Source: an optimization exercise on an open RTL-to-GDS flow (aim: small area, a short achievable clock period and few clock cycles). Production flows keep margins and buffers that such runs may drop.
Only simulation tests tie the RTL to the original design; equivalence was not proved.

## try-ember
==> flow/design.v <==
module simhymn (
    input  wire       clk,
    input  wire       rst,           
    input  wire       img_we,
    input  wire [4:0] img_addr,
    input  wire [7:0] img_data,
    input  wire       start,
    output wire       in_req,
    input  wire       in_valid,
    input  wire [7:0] in_data,
    input  wire [1:0] in_err,        
    output reg        out_valid,
    output reg  [7:0] out_data,
    output wire       done,
    output wire       halted,
    output wire       faulted,
    output wire [2:0] fault_kind,
    output wire [4:0] fault_pc,
    output wire [7:0] fault_word,
    output reg  [7:0] acc,
    output reg  [4:0] pc,
    output wire       zf,
    output wire       pf,
    input  wire [4:0] dbg_addr,
    output wire [7:0] dbg_data
);
    localparam [4:0] JUMP_CHAIN_BOUND = 5'd30;
    localparam [4:0] INPUT_PORT  = 5'd30;
    localparam [4:0] OUTPUT_PORT = 5'd31;
    localparam [2:0] OP_HALT = 3'd0;
    localparam [2:0] OP_JUMP = 3'd1;
    localparam [2:0] OP_JZER = 3'd2;
    localparam [2:0] OP_JPOS = 3'd3;
    localparam [2:0] OP_LOAD = 3'd4;
    localparam [2:0] OP_STOR = 3'd5;
    localparam [2:0] OP_ADD  = 3'd6;
    localparam [2:0] OP_SUB  = 3'd7;
    reg [7:0] mem [0:31];
    reg [7:0] ir0;               
    reg [7:0] ir1;               
    reg       run;               
    reg       hlt_r;             
    reg       flt_r;             
    reg       inv_r;             
    reg [4:0] chain;             
    assign zf = (acc == 8'd0);
    assign pf = !acc[7] && (acc != 8'd0);
    wire idle = !run && !hlt_r && !flt_r;
    wire go   = !rst && (run || (idle && start));
    wire ld   = idle && !start;              
    wire [2:0] op0 = ir0[7:5];
    wire [4:0] a0  = ir0[4:0];
    wire hlt0 = (op0 == OP_HALT) || (pc >= 5'd30);
    wire jmp0 = (op0 == OP_JUMP) || (op0 == OP_JZER) || (op0 == OP_JPOS);
    wire tk0  = (op0 == OP_JUMP) || (op0 == OP_JZER && zf) || (op0 == OP_JPOS && pf);
    wire cflt = !hlt0 && jmp0 && tk0 && (chain == JUMP_CHAIN_BOUND);
    wire st0  = (op0 == OP_STOR);
    wire x0   = op0[2] && !st0;              
    wire inp0 = (op0 == OP_LOAD) && (a0 == INPUT_PORT);
    wire [4:0] pc1 = pc + 5'd1;
    wire [4:0] pc2 = pc + 5'd2;
    wire [2:0] op1 = ir1[7:5];
    wire [4:0] a1  = ir1[4:0];
    wire ok1  = (pc1 < 5'd30);
    wire st1  = (op1 == OP_STOR);
    wire x1   = (op1 == OP_ADD) || (op1 == OP_SUB) ||
                ((op1 == OP_LOAD) && (a1 != INPUT_PORT));
    wire jmp1 = (op1 == OP_JUMP) || (op1 == OP_JZER) || (op1 == OP_JPOS);
    wire tk1  = (op1 == OP_JUMP) || (op1 == OP_JZER && zf) || (op1 == OP_JPOS && pf);
    wire j_x  = jmp0 && !tk0 && ok1 && (x1 || st1);          
    wire x_s  = x0 && ok1 && st1 && (a1 != pc2) && (a1 != pc2 + 5'd1);
    wire x_j  = x0 && ok1 && (op1 == OP_JUMP);
    wire s_x  = st0 && ok1 && x1 && (a0 != pc1);
    wire s_j  = st0 && ok1 && jmp1 && (a0 != pc1);
    wire x_in1 = j_x || s_x;                 
    wire s_in1 = (j_x && st1) || x_s;        
    wire in_ok   = in_valid && (in_err == 2'd0);
    wire act     = go && !hlt0 && !cflt;     
    wire wait_in = inp0 && !in_valid;
    wire bad_in  = inp0 && in_valid && !in_ok;
    wire adv     = act && !wait_in && !bad_in;
    wire       dsel = hlt_r || flt_r || hlt0 || cflt;
    wire [4:0] xa   = x_in1 ? a1 : a0;
    wire [2:0] xop  = x_in1 ? op1 : op0;
    wire [4:0] oa   = dsel ? dbg_addr : xa;
    wire [7:0] mrd  = mem[oa];
    assign dbg_data = mrd;
    wire [7:0] opnd = (s_x && (a1 == a0)) ? acc : mrd;
    wire       xsub = (xop == OP_SUB);
    wire [7:0] sum  = acc + (xsub ? ~opnd : opnd) + {7'd0, xsub};
    wire [7:0] alu  = xop[1] ? sum : ((inp0 && !x_in1) ? in_data : opnd);
    wire       acc_we = (x0 && !x_in1) || (x_in1 && x1);
    wire       we_a = (ld && img_we && !rst) || (adv && (st0 || inp0));
    wire [4:0] wa_a = ld ? img_addr : a0;
    wire       we_b = adv && s_in1;
    wire [7:0] wd   = ld ? img_data : (st0 ? acc : (j_x ? acc : alu));
    integer i;
    always @(posedge clk) begin
        for (i = 0; i < 32; i = i + 1)
            if ((we_a && wa_a == i[4:0]) || (we_b && a1 == i[4:0]))
                mem[i] <= wd;
    end
    reg [4:0] pcn;
    reg [4:0] chn;
    always @(*) begin
        if (jmp0 && tk0) begin
            pcn = a0;   chn = chain + 5'd1;
        end else if (j_x || x_s || s_x) begin
            pcn = pc2;  chn = 5'd0;
        end else if (x_j || (s_j && tk1)) begin
            pcn = a1;   chn = 5'd1;
        end else if (s_j) begin
            pcn = pc2;  chn = 5'd0;
        end else begin
            pcn = pc1;  chn = 5'd0;
        end
    end
    wire [4:0] fb  = dsel ? dbg_addr : pcn;
    wire [3:0] fr  = fb[4:1];
    wire [7:0] fe  = mem[{fr + {3'd0, fb[0]}, 1'b0}];     
    wire [7:0] fo  = mem[{fr, 1'b1}];                     
    wire [7:0] f0  = fb[0] ? fo : fe;                     
    wire [7:0] f1  = fb[0] ? fe : fo;                     
    wire [4:0] pcn1 = pcn + 5'd1;
    assign in_req     = act && inp0;
    assign halted     = hlt_r || (go && hlt0);
    assign faulted    = flt_r || (go && cflt);
    assign done       = halted || faulted;
    assign fault_pc   = pc;
    assign fault_word = ir0;
    assign fault_kind = ir0[7] ? {2'b10, inv_r} : 3'd3;
    always @(posedge clk) begin
        if (rst) begin
            out_valid <= 1'b0;
            out_data  <= 8'd0;
        end else begin
            out_valid <= adv && ((st0 && (a0 == OUTPUT_PORT)) ||
                                 (s_in1 && (a1 == OUTPUT_PORT)));
            out_data  <= wd;
        end
    end
    always @(posedge clk) begin
        if (rst) begin
            run   <= 1'b0;
            hlt_r <= 1'b0;
            flt_r <= 1'b0;
            inv_r <= 1'b0;
            acc   <= 8'd0;
            pc    <= 5'd0;
            chain <= 5'd0;
        end else if (go) begin
            run <= 1'b1;
            if (hlt0) begin
                run   <= 1'b0;
                hlt_r <= 1'b1;
            end else if (cflt) begin
                run   <= 1'b0;
                flt_r <= 1'b1;
            end else if (bad_in) begin
                run   <= 1'b0;
                flt_r <= 1'b1;
                inv_r <= in_err[1];
            end else if (adv) begin
                pc    <= pcn;
                chain <= chn;
                if (acc_we)
                    acc <= alu;
            end
        end
    end
    always @(posedge clk) begin
        if (ld || rst) begin
            ir0 <= (!rst && img_we && img_addr == 5'd0) ? img_data : mem[0];
            ir1 <= (!rst && img_we && img_addr == 5'd1) ? img_data : mem[1];
        end else if (adv) begin
            ir0 <= ((we_a && wa_a == pcn)  || (we_b && a1 == pcn))  ? wd : f0;
            ir1 <= ((we_a && wa_a == pcn1) || (we_b && a1 == pcn1)) ? wd : f1;
        end
    end
endmodule
export LEC_CHECK = 0
export ABC_AREA = 1
export CAP_MARGIN = 20
export CORE_MARGIN = 2
export CORE_UTILIZATION = 55
export SETUP_SLACK_MARGIN = 3.8
export SLEW_MARGIN = 20
export TNS_END_PERCENT = 10
create_clock -name core_clock -period 10.0 [get_ports {clk}]
standard.sh (not shown) runs the stock make flow with config.mk's settings and CLKGATE_MAP_FILE= SYNTH_SCRIPT=/design/flow/synth_recipe.tcl, a recipe that flattens the netlist after the stock synthesis.
==> flow/flow/run.sh <==
#!/bin/bash
# The standard layout, with the port buffers made of buf_4 cells instead of the
# default (a slow delay buffer) so that the resizer starts from a fast cell.
set -euo pipefail
export BUFFER_PORTS_ARGS="-buffer_cell sky130_fd_sc_hd__buf_4"
bash standard.sh > standard.log 2>&1
No stage failed in try-ember, and the final checks on the layout all came back clean.
Testbench counts of try-ember, summed over its fixed seeds: cycles 16,177.
Input-level comparison between try-nickel and try-ember:
Settings: SETUP_SLACK_MARGIN: 3.8 -> 3.5; CORE_UTILIZATION: 55 -> 40.
==> flow/run.sh (new file) <==
#!/bin/bash
# synth_recipe.tcl (not shown) runs the flow's synth.tcl, then flattens the netlist and writes it again
# the make line also repeats each setting of config.mk as NAME=value (left out here)
make -C /OpenROAD-flow-scripts/flow DESIGN_CONFIG=/design/flow/config.mk WORK_HOME=/design/flow/orfs CLKGATE_MAP_FILE= SYNTH_SCRIPT=/design/flow/synth_recipe.tcl finish
removed: flow/flow/run.sh
removed: flow/standard.sh
For try-nickel and try-ember, there was not a single run that failed to finish clean. Area enclosed by the die boundary, try-nickel and try-ember: higher on try-nickel. try-nickel vs. try-ember: post-route worst setup slack now smaller; register-to-register slack now smaller. Count of buffers added by post-CTS timing repair for setup in try-nickel vs try-ember: down 2. Area occupied by registers essentially unchanged between try-ember and try-nickel. Compared with try-ember, try-nickel shows a higher worst max-slew margin expressed relative to the limit. As far as multi-input combinational gate total is concerned, try-nickel and try-ember perform about the same.
Setup changes, try-nickel to try-fjord
Settings: CAP_MARGIN changed from 20 to 5; SLEW_MARGIN changed from 20 to 5; SETUP_SLACK_MARGIN changed from 3.5 to 3.8.
==> flow/flow/run.sh (new file) <==
#!/bin/bash
# The standard layout, with the port buffers made of buf_4 cells instead of the
# default (a slow delay buffer) so that the resizer starts from a fast cell.
set -euo pipefail
export BUFFER_PORTS_ARGS="-buffer_cell sky130_fd_sc_hd__buf_4"
bash standard.sh > standard.log 2>&1
==> flow/standard.sh (new file) <==
#!/bin/bash
# synth_recipe.tcl (not shown) runs the flow's synth.tcl, then flattens the netlist and writes it again
# the make line also repeats each setting of config.mk as NAME=value (left out here)
make -C /OpenROAD-flow-scripts/flow DESIGN_CONFIG=/design/flow/config.mk WORK_HOME=/design/flow/orfs CLKGATE_MAP_FILE= SYNTH_SCRIPT=/design/flow/synth_recipe.tcl "${@:-finish}"
removed: flow/run.sh
Results
try-fjord | status: complete | timing, DRC, antenna: pass
Multi-input combinational cell area in try-fjord vs try-nickel: up 2.4%
try-fjord vs try-nickel, fraction of standard cell area in multi-input logic went up by 0.39 points.
Wire length of the first global-routing pass delta (try-nickel -> try-fjord): insignificant
[compare] base=try-nickel new=try-fjord: number of buffers inserted to repair setup after CTS moved up; ratio of cells with drive above 1 in the final layout shows an increase of 6.2 points; post-layout instance area rose 1.4%.
Changes in try-indigo relative to try-fjord:
Settings: CAP_MARGIN: 5 -> 20; SLEW_MARGIN: 5 -> 20.
Results
Going from try-fjord to try-indigo, routed length on met3 rose by 110 µm; number of top-level pins barely changed. When the final numbers for try-indigo and try-fjord were put side by side, the cell area turned out to be smaller in try-indigo.

## separate check: timing with driven ports
How much do the figures lean on ideal ports? The routed layouts below were timed once more, with nothing changed but the port constraints. Step 1: set_driving_cell puts a clkbuf_16 on clk and a buf_2 on each other input, an assumption about the parent block. Step 2, shift: input delay + t, output delay - t, t = (earliest + latest rising clock arrival at the registers) / 2. This alone moves slack from input paths to output paths. Three values: no drivers, after step 1, after step 2; two values: the first two.
run	t (ns)	slack for setup (ns)	worst setup path at the end	clock arrival spread, ns	cell pins on the clock port's net
try-ember	0.613	3.723 / 3.667 / 3.324	input to register	0.020 / 0.020	1
try-nickel	0.619	3.378 / 3.355 / 3.138	input to register	0.027 / 0.027	1
try-fjord	0.611	3.774 / 3.739 / 3.483	input to register	0.016 / 0.015	1
try-indigo	0.625	3.781 / 3.749 / 3.424	input to register	0.025 / 0.024	1
After both steps setup and hold are still met in every run listed. The setup slack of try-ember, which loses most, moves by -0.056 ns with the drivers and by -0.399 ns with both steps.
